From an optimization exercise on the open Yosys and OpenROAD flow, aimed at small area and a short achievable clock period; shortcuts taken in it are not production practice. Function was checked by simulation only, so behaviour that the tests miss may differ from the original. The clock port is modelled as an ideal driver; clocking choices that lean on that would not hold on a real chip.

==> flow/design.v (excerpt) <==
module jr_core (
    input  wire        clk,
    input  wire        rst,
    input  wire [7:0]  cmd,
    input  wire        cmd_valid,
    output wire        cmd_ready,
    input  wire [7:0]  opd_x,
    input  wire [7:0]  opd_y,
    input  wire [15:0] opd_d,
    input  wire [15:0] opd_ax,
    input  wire [15:0] opd_ay,
    input  wire [15:0] opd_az,
    output wire [63:0] res,
    output reg         res_valid,
    input  wire        echo,
    output wire        trig,
    input  wire        tick0,
    input  wire        tick1,
    output wire [7:0]  tx_data,
    output reg         tx_valid,
    input  wire        tx_ready,
    input  wire        rx_avail,
    input  wire [7:0]  rx_data,
    output wire        rx_take,
    input  wire        confirm,
    output reg  [1:0]  act_dir_L,
    output reg  [1:0]  act_dir_R,
    output wire [7:0]  act_duty_L,
    output wire [7:0]  act_duty_R,
    output reg  [1:0]  disp
);
==> flow/config.mk <==
export PLATFORM = sky130hd
export DESIGN_NAME = jr_core
export DESIGN_NICKNAME = jr_core
export VERILOG_FILES = /design/flow/design.v
export SDC_FILE = /design/flow/constraint.sdc
export NUM_CORES = 4
export LEC_CHECK = 0
export CAP_MARGIN = 20
export CORE_MARGIN = 2
export CORE_UTILIZATION = 60
export SLEW_MARGIN = 20
==> flow/constraint.sdc <==
create_clock -name core_clock -period 40.0 [get_ports {clk}]
set_input_delay 8.0000 -clock core_clock [delete_from_list [all_inputs] [get_ports {clk}]]
set_output_delay 8.0000 -clock core_clock [all_outputs]
set_load 0.01 [all_outputs]
standard.sh (not shown) runs the stock make flow with config.mk's settings and CLKGATE_MAP_FILE= SYNTH_SCRIPT=/design/flow/synth_recipe.tcl, a recipe that flattens the netlist after the stock synthesis.
==> flow/flow/run.sh <==
#!/bin/bash
# The standard layout, with these changes:
# - synthesis is the standard synthesis, but ABC maps the combinational
#   logic with flow/abc.script (AIG resynthesis for area) and pass-through
#   wires get buf_1 instead of buf_4; registers are
#   mapped exactly as in the standard synthesis;
# - the port buffers are the smallest buffer (buf_1);
# - the clock tree uses clkbuf_8 without dummy loads; clock buffers whose
#   flip-flops see a slow clock edge are then sized up (flow/post_cts.tcl);
# - after placement, cells on the slowest paths are sized up.
# Each tool's output is in synth_make.log / flow_make.log and orfs/logs/.
set -uo pipefail
HERE=$PWD
rm -rf "$HERE/scripts_abc"
cp -r "$FLOW_HOME/scripts" "$HERE/scripts_abc"
cp "$HERE/flow/abc.script" "$HERE/scripts_abc/abc_speed.script"
SCRIPTS_DIR="$HERE/scripts_abc" bash standard.sh MIN_BUF_CELL_AND_PORTS="sky130_fd_sc_hd__buf_1 A X" synth > synth_make.log 2>&1 || exit 1
export BUFFER_PORTS_ARGS="-buffer_cell sky130_fd_sc_hd__buf_1"
export CTS_ARGS="-sink_clustering_enable -repair_clock_nets -buf_list sky130_fd_sc_hd__clkbuf_8 -dont_use_dummy_load -sink_clustering_size 8 -sink_clustering_max_diameter 40"
export POST_CTS_TCL="$HERE/flow/post_cts.tcl"
export POST_RESIZE_TCL="$HERE/flow/post_resize.tcl"
bash standard.sh > flow_make.log 2>&1
Other scripts of this flow, unchanged in this note and not shown: flow/flow/abc.script, flow/flow/post_cts.tcl, flow/flow/post_resize.tcl
Change:
--- a/flow/design.v
+++ b/flow/design.v
@@ -430,24 +430,25 @@
     localparam [3:0] OP_FAULT_EVAL = 4'h8;
     localparam [3:0] OP_COLL_EVAL  = 4'h9;
     localparam [3:0] OP_RROBOT     = 4'hA;
     localparam [3:0] OP_RREMOTE    = 4'hB;
     localparam [3:0] OP_CONFIRM    = 4'hC;
     localparam [3:0] OP_MC_LOAD    = 4'hD;
     localparam [1:0] REVERSE = 2'd0, FORWARD = 2'd1, NEUTRAL = 2'd2;
     localparam [1:0] D_CLEAR = 2'd0, D_COLLISION = 2'd1, D_OBSTACLE = 2'd2, D_COMM_ERROR = 2'd3;
     localparam [23:0] CM = 24'h8B4396;
     reg        echo_lvl, dir, obs, hs, rfsm;
     reg  [5:0] duty_L, duty_R;
     reg        rdy;
+    reg        rdy_rem;       
     reg  [5:0] s;             
     reg [24:0] W;             
     reg  [4:0] wcnt;          
     reg        satf;          
     reg        rs0, rs1, rw, rp, rd;    
     assign cmd_ready  = rdy;
     assign act_duty_L = {duty_L, 2'b00};
     assign act_duty_R = {duty_R, 2'b00};
     assign tx_data    = W[7:0];
     wire [3:0] op  = cmd[7:4];
     wire       ci  = cmd[0];
     wire       acc = cmd_valid && rdy;
@@ -477,25 +478,26 @@
         .run(run0), .c(c0)
     );
     jr_mclock u_mc1 (
         .clk(clk), .rst(rst), .tick(tick1),
         .defer(is_op[OP_MC_READ] && ci), .frz(1'b0),
         .run_set(start1),
         .run_clr(clr1 || stop1),
         .cnt_sel(rst || clr1 || load1), .load_val(load_val),
         .run(run1), .c(c1)
     );
     wire poll_robot  = is_op[OP_RROBOT];
     wire poll_remote = is_op[OP_RREMOTE] && !rfsm;
-    assign rx_take = (poll_robot || poll_remote) && rx_avail;
+    assign rx_take = cmd_valid && rx_avail && cmd[7] && !cmd[6] && cmd[5] &&
+                     (cmd[4] ? rdy_rem : rdy);
     wire coll = ($signed(opd_ax) > 16'sd500) || ($signed(opd_ax) < -16'sd500) ||
                 ($signed(opd_ay) > 16'sd500) || ($signed(opd_ay) < -16'sd500) ||
                 ($signed(opd_az) > 16'sd1500) || ($signed(opd_az) < 16'sd500);
     wire       left    = cmd[1:0] != 2'b00;
     wire       y_pos   = opd_y > 8'd138;
     wire       y_neg   = opd_y < 8'd122;
     wire       dir_new = (y_pos || y_neg) ? y_pos : dir;
     wire [5:0] mag;
     jr_encoder u_enc (.x(opd_x), .y(opd_y), .left(left), .mag(mag));
     wire enc_any  = is_op[OP_ENCODE] || (is_op[OP_SEND_DRIVE] && !rfsm);
     wire fault_tx = is_op[OP_FAULT_EVAL] && !hs &&
                     ((opd_d < 16'd30) ? !obs : obs);
@@ -526,46 +528,51 @@
         rs0 <= is_op[OP_MC_READ] && !ci;
         rs1 <= is_op[OP_MC_READ] && ci;
         rw  <= enc_any || rx_take;
         rp  <= rx_take;
         rd  <= last;
     end
     wire        rdsat = rd && (satf || W[24] || W[23]);
     wire [15:0] lo    = ({16{rd}} & W[22:7]) | {16{rdsat}} |
                         {7'd0, rp, {8{rw}} & W[7:0]};
     wire [63:0] rc    = {{62{rs0}} & c0, 2'b00} | {{62{rs1}} & c1, 2'b00};
     assign res = rc | {48'd0, lo};
     wire tx_next = set_tx || (tx_valid && !tx_ready);
+    wire rfsm_next = conf_tx ? 1'b0 :
+                     (poll_remote && rx_avail && rx_data == 8'h31) ? 1'b1 : rfsm;
     wire [5:0] s_next = rng_go ? 6'd20 : (s == 6'd0 || last) ? 6'd0 : s + 6'd1;
+    wire rdy_next = !acc && s_next == 6'd0 && !tx_next;
     always @(posedge clk) begin
         if (rst) begin
             echo_lvl  <= 1'b0;
             dir       <= 1'b0;
             obs       <= 1'b0;
             hs        <= 1'b0;
             rfsm      <= 1'b0;
             disp      <= D_CLEAR;
             act_dir_L <= NEUTRAL;
             act_dir_R <= NEUTRAL;
             duty_L    <= 6'd0;
             duty_R    <= 6'd0;
             tx_valid  <= 1'b0;
             res_valid <= 1'b0;
             rdy       <= 1'b0;
+            rdy_rem   <= 1'b0;
             s         <= 6'd0;
         end else begin
             echo_lvl  <= echo;
             tx_valid  <= tx_next;
             res_valid <= (acc && !rng_go) || last;
-            rdy       <= !acc && s_next == 6'd0 && !tx_next;
+            rdy       <= rdy_next;
+            rdy_rem   <= rdy_next && !rfsm_next;
             s         <= s_next;
             if (enc_any)
                 dir <= dir_new;
             if (fault_tx)
                 obs <= !obs;
             if (coll_tx) begin
                 act_dir_L <= NEUTRAL;
                 act_dir_R <= NEUTRAL;
                 duty_L    <= 6'd0;
                 duty_R    <= 6'd0;
                 hs        <= 1'b1;
             end
The new run finished clean.
Die area hardly moves.
Wire length fell by 1.5%.
Via count stays flat.
Register-to-register slack is better by 0.44 ns.
Setup slack gets worse by 0.15 ns.
Fmax fell by 0.88%.
Sequential cell count climbs by 1.

==> port drivers added, routing unchanged <==
How much do the figures lean on ideal ports? The routed layouts below were timed once more, with nothing changed but the port constraints.
Step 1 sets driving cells, clkbuf_16 on the clock port and buf_2 on the other inputs (assumed; they add their load-dependent delay and slew).
Step 2 moves the port delays by t, midway between the first and last clock arrival at a register: inputs arrive t later, outputs are due t later. That takes back most of the time a late clock gives input paths.
a / b / c = no drivers / after step 1 / after step 2; a / b = the first two.
| run | shift t [ns] | slack for setup (ns) | hold WS [ns] | worst setup path at the end | cell pins on the clock port's net |
|---|---|---|---|---|---|
| the first run | 0.431 | 23.217 / 23.180 / 23.077 | 0.447 / 0.447 / 0.447 | input to register | 1 |
| the second run | 0.442 | 23.068 / 23.019 / 23.019 | 0.477 / 0.477 / 0.477 | input to output | 1 |
After both steps setup and hold are still met in every run listed. For the first run, which loses most, drivers alone change the setup slack by -0.037 ns; drivers and shift together by -0.140 ns.
